This design comes from an exercise in tuning for small area, a short achievable clock period and few clock cycles on the open sky130 flow, not from production work. At most, simulation tests tie the RTL to the original design; equivalence was not proved. No driver is modelled on the clock port, so clock power and skew are understated where the tree is cut down; a real chip needs a root buffer or a tree. Power figures rest on the tool's default switching activity, not on a simulated workload.

==> build 54 <==
==> flow/design.v <==
module lidar_framer (
    input  wire         clk,
    input  wire         rst,
    input  wire         cancel,
    input  wire         in_valid,
    input  wire [7:0]   in_data,
    output reg          in_ready,
    output reg          out_valid,
    input  wire         out_ready,
    output wire [339:0] out_rec,
    output reg          err_valid,
    output wire [1:0]   err_code,
    output reg          drop_pulse
);
    reg  [7:0]   d_q;
    reg          v_q;
    reg          in_frame;      
    reg  [5:0]   idx;           
    reg          have_prev;     
    reg          prev_54;       
    reg  [5:0]   nk;            
    reg  [7:0]   sum_lo;
    reg  [5:0]   sum_hi;
    reg          sum_c;
    reg          lo_ok;
    reg  [335:0] sr;
    reg          sh_q;          
    reg          clr_q;         
    wire active   = !rst && !cancel;
    wire consume  = v_q;
    wire take     = active && in_valid && in_ready;
    wire is_data  = (idx != 6'd42) && (idx <= 6'd44);
    wire is_sum   = (idx <= 6'd44);
    wire is_c0    = (idx == 6'd45);
    wire is_c1    = (idx == 6'd46);
    wire f_consume = consume && in_frame;
    wire s_consume = consume && !in_frame;
    wire hdr       = s_consume && have_prev && prev_54 && (d_q == 8'h2C);
    wire new_drop  = s_consume && have_prev && !hdr;
    wire nk_is1    = (nk == 6'd1);
    wire fire_drop = in_frame ? (f_consume && !is_c1 && idx >= nk)
                              : (s_consume && nk_is1);
    wire done      = f_consume && is_c1;
    wire cks_ok    = lo_ok && (d_q[7:6] == 2'b00) && (sum_hi == d_q[5:0]);
    wire [8:0] lo_add = {1'b0, sum_lo} + {1'b0, d_q};
    wire v_n        = take;
    wire in_frame_n = hdr || (in_frame && !done);
    wire ov_n       = !rst && ((done && cks_ok && !cancel) || (out_valid && !out_ready));
    wire may_frame  = hdr || (in_frame && !done) ||
                      (s_consume ? (!hdr && d_q == 8'h54) : (have_prev && !done && prev_54));
    wire data_n     = hdr || (f_consume ? (idx != 6'd41 && idx <= 6'd43) : is_data);
    always @(posedge clk) begin
        d_q      <= in_data;
        v_q      <= v_n;
        in_ready <= rst || !(may_frame && ((done && cks_ok) || (out_valid && !out_ready)));
        clr_q    <= !active;
        sh_q     <= v_n && !clr_q && in_frame_n && data_n;
    end
    always @(posedge clk) begin
        if (clr_q) begin
            in_frame  <= 1'b0;
            have_prev <= 1'b0;
            nk        <= 6'd46;
        end else begin
            if (hdr)
                in_frame <= 1'b1;
            else if (done)
                in_frame <= 1'b0;
            if (s_consume)
                have_prev <= !hdr;
            else if (done)
                have_prev <= 1'b0;
            if (done)
                nk <= 6'd46;
            else if (hdr)
                nk <= nk_is1 ? 6'd2 : nk;
            else if (new_drop && !nk_is1)
                nk <= nk - 6'd1;
        end
        if (s_consume)
            prev_54 <= (d_q == 8'h54);
        if (hdr)
            idx <= 6'd2;
        else if (f_consume)
            idx <= idx + 6'd1;
    end
    always @(posedge clk) begin
        if (hdr) begin
            sum_lo <= 8'h80;             
            sum_hi <= 6'd0;
            sum_c  <= 1'b0;
        end else begin
            sum_hi <= sum_hi + {5'd0, sum_c};
            sum_c  <= 1'b0;
            if (f_consume && is_sum) begin
                sum_lo <= lo_add[7:0];
                sum_c  <= lo_add[8];
            end
        end
        if (f_consume && is_c0)
            lo_ok <= (sum_lo == d_q);
    end
    always @(posedge clk) begin
        if (sh_q)
            sr <= {sr[327:0], d_q};
    end
    always @(posedge clk) begin
        if (rst) begin
            out_valid  <= 1'b0;
            err_valid  <= 1'b0;
            drop_pulse <= 1'b0;
        end else begin
            out_valid  <= ov_n;
            err_valid  <= !cancel && done && !cks_ok;
            drop_pulse <= !cancel && fire_drop;
        end
    end
    assign err_code = {err_valid, err_valid};
    assign out_rec[15:0]  = {sr[8*(43-3) +: 8], sr[8*(43-2) +: 8]};
    assign out_rec[31:16] = {sr[8*(43-5) +: 8], sr[8*(43-4) +: 8]};
    assign out_rec[47:32] = {sr[7:0], sr[15:8]};
    assign out_rec[51:48] = 4'd12;
    genvar p;
    generate
        for (p = 0; p < 12; p = p + 1) begin : g_pt
            assign out_rec[52+24*p +: 16] = {sr[8*(43-(7+3*p)) +: 8], sr[8*(43-(6+3*p)) +: 8]};
            assign out_rec[68+24*p +: 8]  = sr[8*(43-(8+3*p)) +: 8];
        end
    endgenerate
endmodule
==> flow/flow/run.sh <==
#!/bin/bash
# Standard ORFS layout with the smallest buffer on every port, clock tree
# clusters from CTS (clkbuf_16 only, larger clusters, no dummy loads), and the
# tree above the clusters rebuilt by flow/clock_tree.tcl: the clock port
# drives four group inverters, each driving the leaf inverters of a quadrant;
# paths left behind the output paths are then repaired (see clock_tree.tcl).
set -euo pipefail
# Synthesis: plain logic for abc instead of the half/full adder cells.
export ADDER_MAP_FILE=
export BUFFER_PORTS_ARGS="-buffer_cell sky130_fd_sc_hd__buf_1"
export CTS_ARGS="-sink_clustering_enable -repair_clock_nets -dont_use_dummy_load -sink_clustering_size 25 -sink_clustering_max_diameter 100 -buf_list sky130_fd_sc_hd__clkbuf_16"
export POST_CTS_TCL="$(pwd)/flow/clock_tree.tcl"
bash standard.sh > standard.log 2>&1
==> flow/flow/clock_tree.tcl <==
# Clock tree rework, run at the end of ORFS's CTS step (POST_CTS_TCL).
#
# CTS clusters the registers and gives each cluster a leaf buffer
# (clkbuf_leaf_*); those clusters are kept. The levels above them are
# rebuilt: the clock port drives NGX*NGY group cells directly (the limit is 4
# cell pins), each placed at the centre of one group of leaves (groups from
# sorting the leaves by x, then by y) and driving that group. Group cells and
# leaf cells are inverters, so every register sees the clock through two
# inversions, i.e. with its own polarity, and through one fewer stage.

proc out_iterm { inst } {
  foreach it [$inst getITerms] {
    if {[$it isOutputSignal]} { return $it }
  }
  return NULL
}

proc rework_clock_tree { ngx ngy group_cell leaf_cell } {
  set db [ord::get_db]
  set block [ord::get_db_block]
  set port_net [[$block findBTerm clk] getNet]
  set leaves {}
  set upper {}
  foreach inst [$block getInsts] {
    set n [$inst getName]
    if {[string match clkbuf_leaf_* $n]} {
      lappend leaves $inst
    } elseif {[string match clkbuf_*_clk $n] || [string match clkbuf_*__f_clk $n]} {
      lappend upper $inst
    }
  }
  # drop the levels above the leaves
  set nets {}
  foreach inst $upper {
    set onet [[out_iterm $inst] getNet]
    if {$onet ne "NULL" && [lsearch $nets $onet] < 0} { lappend nets $onet }
  }
  foreach inst $upper { odb::dbInst_destroy $inst }
  foreach inst $leaves { [$inst findITerm A] disconnect }
  foreach net $nets { odb::dbNet_destroy $net }
  foreach it [$port_net getITerms] {
    error "clock_tree: clk still drives [[$it getInst] getName]"
  }
  # leaves become inverters, same place and nets
  set lmaster [$db findMaster $leaf_cell]
  set pts {}
  foreach old $leaves {
    set n [$old getName]
    set x [[out_iterm $old] getNet]
    set loc [$old getLocation]
    odb::dbInst_destroy $old
    set inst [odb::dbInst_create $block $lmaster $n]
    $inst setLocation [lindex $loc 0] [lindex $loc 1]
    $inst setPlacementStatus PLACED
    [out_iterm $inst] connect $x
    set bb [$inst getBBox]
    lappend pts [list [expr {([$bb xMin] + [$bb xMax]) / 2}] [expr {([$bb yMin] + [$bb yMax]) / 2}] $inst]
  }
  # group the leaves
  set n [llength $pts]
  set pts [lsort -integer -index 0 $pts]
  set groups {}
  for {set i 0} {$i < $ngx} {incr i} {
    set col [lsort -integer -index 1 [lrange $pts [expr {$i * $n / $ngx}] [expr {($i + 1) * $n / $ngx - 1}]]]
    set m [llength $col]
    for {set j 0} {$j < $ngy} {incr j} {
      lappend groups [lrange $col [expr {$j * $m / $ngy}] [expr {($j + 1) * $m / $ngy - 1}]]
    }
  }
  set gmaster [$db findMaster $group_cell]
  set k 0
  foreach g $groups {
    if {[llength $g] == 0} { continue }
    set cx 0; set cy 0
    foreach p $g { incr cx [lindex $p 0]; incr cy [lindex $p 1] }
    set cx [expr {$cx / [llength $g]}]
    set cy [expr {$cy / [llength $g]}]
    set inst [odb::dbInst_create $block $gmaster "clkbuf_grp_$k"]
    $inst setLocation [expr {$cx - [$gmaster getWidth] / 2}] [expr {$cy - [$gmaster getHeight] / 2}]
    $inst setPlacementStatus PLACED
    set net [odb::dbNet_create $block "clknet_grp_$k"]
    $net setSigType CLOCK
    [$inst findITerm A] connect $port_net
    [out_iterm $inst] connect $net
    foreach p $g { [[lindex $p 2] findITerm A] connect $net }
    incr k
  }
  puts "clock_tree: [llength $leaves] leaves in $k groups, [llength $upper] upper buffers removed"
}

rework_clock_tree 2 2 sky130_fd_sc_hd__inv_12 sky130_fd_sc_hd__inv_12
detailed_placement
estimate_parasitics -placement
report_clock_skew

# With the faster tree the output paths set the period. Repair the paths that
# are behind them (in practice the shift enable's buffer tree, which nothing
# repaired while it met the 10 ns clock easily), aiming a little short of the
# output paths' slack so that these are left alone.
set out_path [lindex [find_timing_paths -path_delay max -to [all_outputs]] 0]
set out_slack [get_property $out_path slack]
set margin [expr {$out_slack - 0.03}]
puts "clock_tree: worst output slack $out_slack, repair_timing -setup_margin $margin"
repair_timing -setup -setup_margin $margin -verbose
detailed_placement
check_placement -verbose
estimate_parasitics -placement
report_checks -path_delay max -format end -group_path_count 5
==> flow/standard.sh <==
#!/bin/bash
# synth_recipe.tcl (not shown) runs the flow's synth.tcl, then flattens the netlist and writes it again
# the make line also repeats each setting of config.mk as NAME=value (left out here)
make -C /OpenROAD-flow-scripts/flow DESIGN_CONFIG=/design/flow/config.mk WORK_HOME=/design/flow/orfs CLKGATE_MAP_FILE= SYNTH_SCRIPT=/design/flow/synth_recipe.tcl "${@:-finish}"
==> flow/config.mk <==
export PLATFORM = sky130hd
export DESIGN_NAME = lidar_framer
export DESIGN_NICKNAME = lidar_framer
export VERILOG_FILES = /design/flow/design.v
export SDC_FILE = /design/flow/constraint.sdc
export NUM_CORES = 4
export LEC_CHECK = 0
export ABC_CLOCK_PERIOD_IN_PS = 4000
export CAP_MARGIN = 20
export CORE_MARGIN = 2
export CORE_UTILIZATION = 55
export PLACE_DENSITY = 0.7
export SLEW_MARGIN = 20
==> flow/constraint.sdc <==
create_clock -name core_clock -period 10.0 [get_ports {clk}]
set_input_delay 2.0000 -clock core_clock [delete_from_list [all_inputs] [get_ports {clk}]]
set_output_delay 2.0000 -clock core_clock [all_outputs]
set_load 0.01 [all_outputs]
==> build 79: changes against build 54 <==
==> flow/design.v, changed modules only <==
module lidar_framer (
    input  wire         clk,
    input  wire         rst,
    input  wire         cancel,
    input  wire         in_valid,
    input  wire [7:0]   in_data,
    output reg          in_ready,
    output reg          out_valid,
    input  wire         out_ready,
    output wire [339:0] out_rec,
    output reg          err_valid,
    output wire [1:0]   err_code,
    output reg          drop_pulse
);
    reg  [7:0]   d_q;
    reg          v_q;
    reg          in_frame;      
    reg  [5:0]   idx;           
    reg          have_prev;     
    reg          prev_54;       
    reg  [5:0]   nk;            
    reg  [7:0]   sum_lo;
    reg  [5:0]   sum_hi;
    reg          sum_c;
    reg          lo_ok;
    reg  [335:0] sr;
    reg          sh_q;          
    wire active   = !rst && !cancel;
    wire consume  = v_q;
    wire take     = active && in_valid && in_ready;
    wire is_data  = (idx != 6'd42) && (idx <= 6'd44);
    wire is_sum   = (idx <= 6'd44);
    wire is_c0    = (idx == 6'd45);
    wire is_c1    = (idx == 6'd46);
    wire f_consume = consume && in_frame;
    wire s_consume = consume && !in_frame;
    wire hdr       = s_consume && have_prev && prev_54 && (d_q == 8'h2C);
    wire new_drop  = s_consume && have_prev && !hdr;
    wire nk_is1    = (nk == 6'd1);
    wire fire_drop = in_frame ? (f_consume && !is_c1 && idx >= nk)
                              : (s_consume && nk_is1);
    wire done      = f_consume && is_c1;
    wire cks_ok    = lo_ok && (d_q[7:6] == 2'b00) && (sum_hi == d_q[5:0]);
    wire [8:0] lo_add = {1'b0, sum_lo} + {1'b0, d_q};
    wire v_n        = take;
    wire in_frame_n = active && (hdr || (in_frame && !done));
    wire ov_n       = !rst && ((done && cks_ok && !cancel) || (out_valid && !out_ready));
    wire have_prev_n = active && (s_consume ? !hdr : (have_prev && !done));
    wire prev_54_n  = s_consume ? (d_q == 8'h54) : prev_54;
    wire data_n     = hdr || (f_consume ? (idx != 6'd41 && idx <= 6'd43) : is_data);
    always @(posedge clk) begin
        d_q      <= in_data;
        v_q      <= v_n;
        in_ready <= !(ov_n && (in_frame_n || have_prev_n && prev_54_n));
        sh_q     <= v_n && in_frame_n && data_n;
    end
    always @(posedge clk) begin
        if (!active) begin
            in_frame  <= 1'b0;
            have_prev <= 1'b0;
            nk        <= 6'd46;
        end else begin
            if (hdr)
                in_frame <= 1'b1;
            else if (done)
                in_frame <= 1'b0;
            if (s_consume)
                have_prev <= !hdr;
            else if (done)
                have_prev <= 1'b0;
            if (done)
                nk <= 6'd46;
            else if (hdr)
                nk <= nk_is1 ? 6'd2 : nk;
            else if (new_drop && !nk_is1)
                nk <= nk - 6'd1;
        end
        if (s_consume)
            prev_54 <= (d_q == 8'h54);
        if (hdr)
            idx <= 6'd2;
        else if (f_consume)
            idx <= idx + 6'd1;
    end
    always @(posedge clk) begin
        if (hdr) begin
            sum_lo <= 8'h80;             
            sum_hi <= 6'd0;
            sum_c  <= 1'b0;
        end else begin
            sum_hi <= sum_hi + {5'd0, sum_c};
            sum_c  <= 1'b0;
            if (f_consume && is_sum) begin
                sum_lo <= lo_add[7:0];
                sum_c  <= lo_add[8];
            end
        end
        if (f_consume && is_c0)
            lo_ok <= (sum_lo == d_q);
    end
    always @(posedge clk) begin
        sr <= ({sr[327:0], d_q} & {336{sh_q}}) | (sr & {336{!sh_q}});
    end
    always @(posedge clk) begin
        if (rst) begin
            out_valid  <= 1'b0;
            err_valid  <= 1'b0;
            drop_pulse <= 1'b0;
        end else begin
            out_valid  <= ov_n;
            err_valid  <= !cancel && done && !cks_ok;
            drop_pulse <= !cancel && fire_drop;
        end
    end
    assign err_code = {err_valid, err_valid};
    assign out_rec[15:0]  = {sr[8*(43-3) +: 8], sr[8*(43-2) +: 8]};
    assign out_rec[31:16] = {sr[8*(43-5) +: 8], sr[8*(43-4) +: 8]};
    assign out_rec[47:32] = {sr[7:0], sr[15:8]};
    assign out_rec[51:48] = 4'd12;
    genvar p;
    generate
        for (p = 0; p < 12; p = p + 1) begin : g_pt
            assign out_rec[52+24*p +: 16] = {sr[8*(43-(7+3*p)) +: 8], sr[8*(43-(6+3*p)) +: 8]};
            assign out_rec[68+24*p +: 8]  = sr[8*(43-(8+3*p)) +: 8];
        end
    endgenerate
endmodule
==> flow/flow/run.sh (replaced) <==
#!/bin/bash
# Standard ORFS layout with the smallest buffer on every port, and a clock
# tree built from clkbuf_16 only, in larger sink clusters and without dummy
# loads.
set -euo pipefail
export BUFFER_PORTS_ARGS="-buffer_cell sky130_fd_sc_hd__buf_1"
export CTS_ARGS="-sink_clustering_enable -repair_clock_nets -dont_use_dummy_load -sink_clustering_size 25 -sink_clustering_max_diameter 100 -buf_list sky130_fd_sc_hd__clkbuf_16"
bash standard.sh > standard.log 2>&1
removed: flow/flow/clock_tree.tcl
==> build 60: changes against build 54 <==
--- a/flow/design.v
+++ b/flow/design.v
@@ -52,7 +52,7 @@
     always @(posedge clk) begin
         d_q      <= in_data;
         v_q      <= v_n;
-        in_ready <= rst || !(may_frame && ((done && cks_ok) || (out_valid && !out_ready)));
+        in_ready <= !(may_frame && ((done && cks_ok) || (out_valid && !out_ready)));
         clr_q    <= !active;
         sh_q     <= v_n && !clr_q && in_frame_n && data_n;
     end
--- a/flow/flow/run.sh
+++ b/flow/flow/run.sh
@@ -5,8 +5,6 @@
 # drives four group inverters, each driving the leaf inverters of a quadrant;
 # paths left behind the output paths are then repaired (see clock_tree.tcl).
 set -euo pipefail
-# Synthesis: plain logic for abc instead of the half/full adder cells.
-export ADDER_MAP_FILE=
 export BUFFER_PORTS_ARGS="-buffer_cell sky130_fd_sc_hd__buf_1"
 export CTS_ARGS="-sink_clustering_enable -repair_clock_nets -dont_use_dummy_load -sink_clustering_size 25 -sink_clustering_max_diameter 100 -buf_list sky130_fd_sc_hd__clkbuf_16"
 export POST_CTS_TCL="$(pwd)/flow/clock_tree.tcl"
==> build 68: changes against build 54 <==
--- a/flow/design.v
+++ b/flow/design.v
@@ -52,7 +52,7 @@
     always @(posedge clk) begin
         d_q      <= in_data;
         v_q      <= v_n;
-        in_ready <= rst || !(may_frame && ((done && cks_ok) || (out_valid && !out_ready)));
+        in_ready <= !(may_frame && ((done && cks_ok) || (out_valid && !out_ready)));
         clr_q    <= !active;
         sh_q     <= v_n && !clr_q && in_frame_n && data_n;
     end
==> flow/flow/run.sh (replaced) <==
#!/bin/bash
# Standard ORFS layout with the smallest buffer on every port, clock tree
# clusters from CTS (clkbuf_16 only, larger clusters, no dummy loads), and the
# tree above the clusters rebuilt by flow/clock_tree.tcl: the clock port
# drives four group inverters, each driving the leaf inverters of a quadrant.
set -euo pipefail
export BUFFER_PORTS_ARGS="-buffer_cell sky130_fd_sc_hd__buf_1"
export CTS_ARGS="-sink_clustering_enable -repair_clock_nets -dont_use_dummy_load -sink_clustering_size 25 -sink_clustering_max_diameter 100 -buf_list sky130_fd_sc_hd__clkbuf_16"
export POST_CTS_TCL="$(pwd)/flow/clock_tree.tcl"
bash standard.sh > standard.log 2>&1
--- a/flow/flow/clock_tree.tcl
+++ b/flow/flow/clock_tree.tcl
@@ -90,19 +90,6 @@
 
 rework_clock_tree 2 2 sky130_fd_sc_hd__inv_12 sky130_fd_sc_hd__inv_12
 detailed_placement
+check_placement -verbose
 estimate_parasitics -placement
 report_clock_skew
-
-# With the faster tree the output paths set the period. Repair the paths that
-# are behind them (in practice the shift enable's buffer tree, which nothing
-# repaired while it met the 10 ns clock easily), aiming a little short of the
-# output paths' slack so that these are left alone.
-set out_path [lindex [find_timing_paths -path_delay max -to [all_outputs]] 0]
-set out_slack [get_property $out_path slack]
-set margin [expr {$out_slack - 0.03}]
-puts "clock_tree: worst output slack $out_slack, repair_timing -setup_margin $margin"
-repair_timing -setup -setup_margin $margin -verbose
-detailed_placement
-check_placement -verbose
-estimate_parasitics -placement
-report_checks -path_delay max -format end -group_path_count 5
--- a/flow/config.mk
+++ b/flow/config.mk
@@ -8,6 +8,6 @@
 export ABC_CLOCK_PERIOD_IN_PS = 4000
 export CAP_MARGIN = 20
 export CORE_MARGIN = 2
-export CORE_UTILIZATION = 55
-export PLACE_DENSITY = 0.7
+export CORE_UTILIZATION = 60
+export PLACE_DENSITY = 0.72
 export SLEW_MARGIN = 20
==> run_summary.xml <==
<?xml version="1.0" encoding="UTF-8"?>
<metrics>
  <group name="hold_path">
    <metric name="hold_end" unit="">sr[126]</metric>
  </group>
  <group name="pwr">
    <metric name="pwr-share-seq" unit="%">72.8</metric>
    <metric name="pwr_density_cell" unit="nW/um^2">163</metric>
    <metric name="p_clk" unit="mW">0.630</metric>
  </group>
  <group name="critical_path">
    <metric name="r2r_start" unit="">sh_q</metric>
  </group>
  <group name="timing">
    <metric name="hold_slack" unit="ns">0.402</metric>
  </group>
  <group name="cells_and_area">
    <metric name="multi_input_area_share" unit="%">9.46</metric>
  </group>
  <group name="global_route">
    <metric name="grt_start_max_net_pins" unit="">84</metric>
    <metric name="grt_pass1_wl" unit="um">34100</metric>
  </group>
  <group name="status">
    <metric name="run_status" unit="">finished clean</metric>
  </group>
</metrics>
(the above is from build 54)
==> run_summary.xml <==
<?xml version="1.0" encoding="UTF-8"?>
<metrics>
  <group name="pwr">
    <metric name="p_clk" unit="mW">0.774</metric>
    <metric name="pwr-share-seq" unit="%">68.5</metric>
    <metric name="internal_power" unit="mW">2.05</metric>
  </group>
  <group name="synthesis">
    <metric name="synth.distinct_cells" unit="">52</metric>
  </group>
  <group name="cts">
    <metric name="root_buffer_cell" unit="">clkbuf_16</metric>
  </group>
  <group name="status">
    <metric name="run_status" unit="">finished clean</metric>
  </group>
  <group name="cells_and_area">
    <metric name="multi_input_area_share" unit="%">9.43</metric>
    <metric name="fillerInstances" unit="">1578</metric>
  </group>
  <group name="global_route">
    <metric name="grtUsageMet3" unit="%">4.17</metric>
    <metric name="grt_start_max_net_pins" unit="">187</metric>
  </group>
</metrics>
(the above is from build 79)
==> run_summary.xml <==
<?xml version="1.0" encoding="UTF-8"?>
<metrics>
  <group name="pwr">
    <metric name="p_clk" unit="mW">0.630</metric>
    <metric name="p_comb_share" unit="%">0.5</metric>
    <metric name="pwr-share-seq" unit="%">72.8</metric>
    <metric name="ir_drop" unit="uV">114</metric>
    <metric name="pwr_density_cell" unit="nW/um^2">162</metric>
  </group>
  <group name="critical_path">
    <metric name="worst-path-buf-inv" unit="">1</metric>
    <metric name="reg2regPathDepth" unit="">2</metric>
    <metric name="r2r_start" unit="">sh_q</metric>
  </group>
  <group name="global_route">
    <metric name="grt_start_max_net_pins" unit="">96</metric>
  </group>
  <group name="placed_design">
    <metric name="place.detailed.instances" unit="">1224</metric>
    <metric name="placement.io_buffers" unit="">354</metric>
  </group>
  <group name="routing">
    <metric name="initialDrtViolationCount" unit="">404</metric>
    <metric name="wl_met1" unit="um">9390</metric>
  </group>
  <group name="timing">
    <metric name="clk_skew" unit="ns">0.0512</metric>
    <metric name="fmax" unit="MHz">361</metric>
    <metric name="hold_slack" unit="ns">0.404</metric>
  </group>
  <group name="synthesis">
    <metric name="post_synth_inst_count" unit="">591</metric>
  </group>
  <group name="hold_path">
    <metric name="hold_end" unit="">sr[40]</metric>
  </group>
  <group name="cells_and_area">
    <metric name="multi_input_area_share" unit="%">9.30</metric>
  </group>
  <group name="status">
    <metric name="run_status" unit="">finished clean</metric>
  </group>
</metrics>
(the above is from build 60)
==> run_summary.xml <==
<?xml version="1.0" encoding="UTF-8"?>
<metrics>
  <group name="global_route">
    <metric name="grt_pass1_wl" unit="um">35700</metric>
  </group>
  <group name="pwr">
    <metric name="p_clk" unit="mW">0.637</metric>
    <metric name="pwr-share-seq" unit="%">72.5</metric>
    <metric name="p_comb_share" unit="%">0.5</metric>
  </group>
  <group name="routing">
    <metric name="routed.top_layer" unit="">met4</metric>
  </group>
  <group name="status">
    <metric name="run_status" unit="">finished clean</metric>
  </group>
  <group name="timing">
    <metric name="hold_slack" unit="ns">0.394</metric>
    <metric name="post-route-min-period" unit="ns">2.82</metric>
  </group>
  <group name="synthesis">
    <metric name="synth.cell_area" unit="um^2">12500</metric>
    <metric name="yosysTopAreaCellShare" unit="%">81.3</metric>
  </group>
  <group name="hold_path">
    <metric name="hold_end" unit="">sr[80]</metric>
  </group>
  <group name="cells_and_area">
    <metric name="multi_input_area_share" unit="%">9.31</metric>
  </group>
</metrics>
(the above is from build 68)
Testbench counts of build 54, summed over its fixed seeds: cycles 15,519.
Testbench counts of build 60, summed over its fixed seeds: cycles 15,519.
Testbench counts of build 68, summed over its fixed seeds: cycles 15,519.
No functional check of the RTL was part of build 79. The clock cells of build 54, build 60 and build 68 come from the design's own scripts or RTL, not from TritonCTS.

[afterwards: timing with drivers on the ports]
The results above use ideal ports. As a check the final layouts listed here were re-extracted and re-timed, cells and wires unchanged. Step 1 sets driving cells, clkbuf_16 on the clock port and buf_2 on the other inputs (assumed; they add their load-dependent delay and slew). Step 2 times the ports against the registers' clock, not the clock port: input delays grow and output delays shrink by t, the midpoint of the rising clock arrivals with the driver on. Three values: no drivers, after step 1, after step 2; two values: the first two.
| run | shift t [ns] | setup slack, ns | worst hold slack (ns) | clock arrival spread, ns | worst register clock-pin slew, ns |
|---|---|---|---|---|---|
| build 54 | 0.309 | 7.192 / 7.044 / 7.036 | 0.402 / 0.402 / 0.402 | 0.051 / 0.052 | 0.09 / 0.10 |
| build 79 | 0.523 | 6.868 / 6.827 / 6.900 | 0.396 / 0.396 / 0.396 | 0.056 / 0.056 | 0.10 / 0.10 |
| build 60 | 0.310 | 7.230 / 7.052 / 7.180 | 0.404 / 0.404 / 0.404 | 0.051 / 0.053 | 0.10 / 0.10 |
| build 68 | 0.300 | 7.181 / 7.012 / 7.141 | 0.394 / 0.395 / 0.395 | 0.047 / 0.047 | 0.09 / 0.10 |
After both steps setup and hold are still met in every run listed. The setup slack of build 54, which loses most, moves by -0.148 ns with the drivers and by -0.156 ns with both steps.
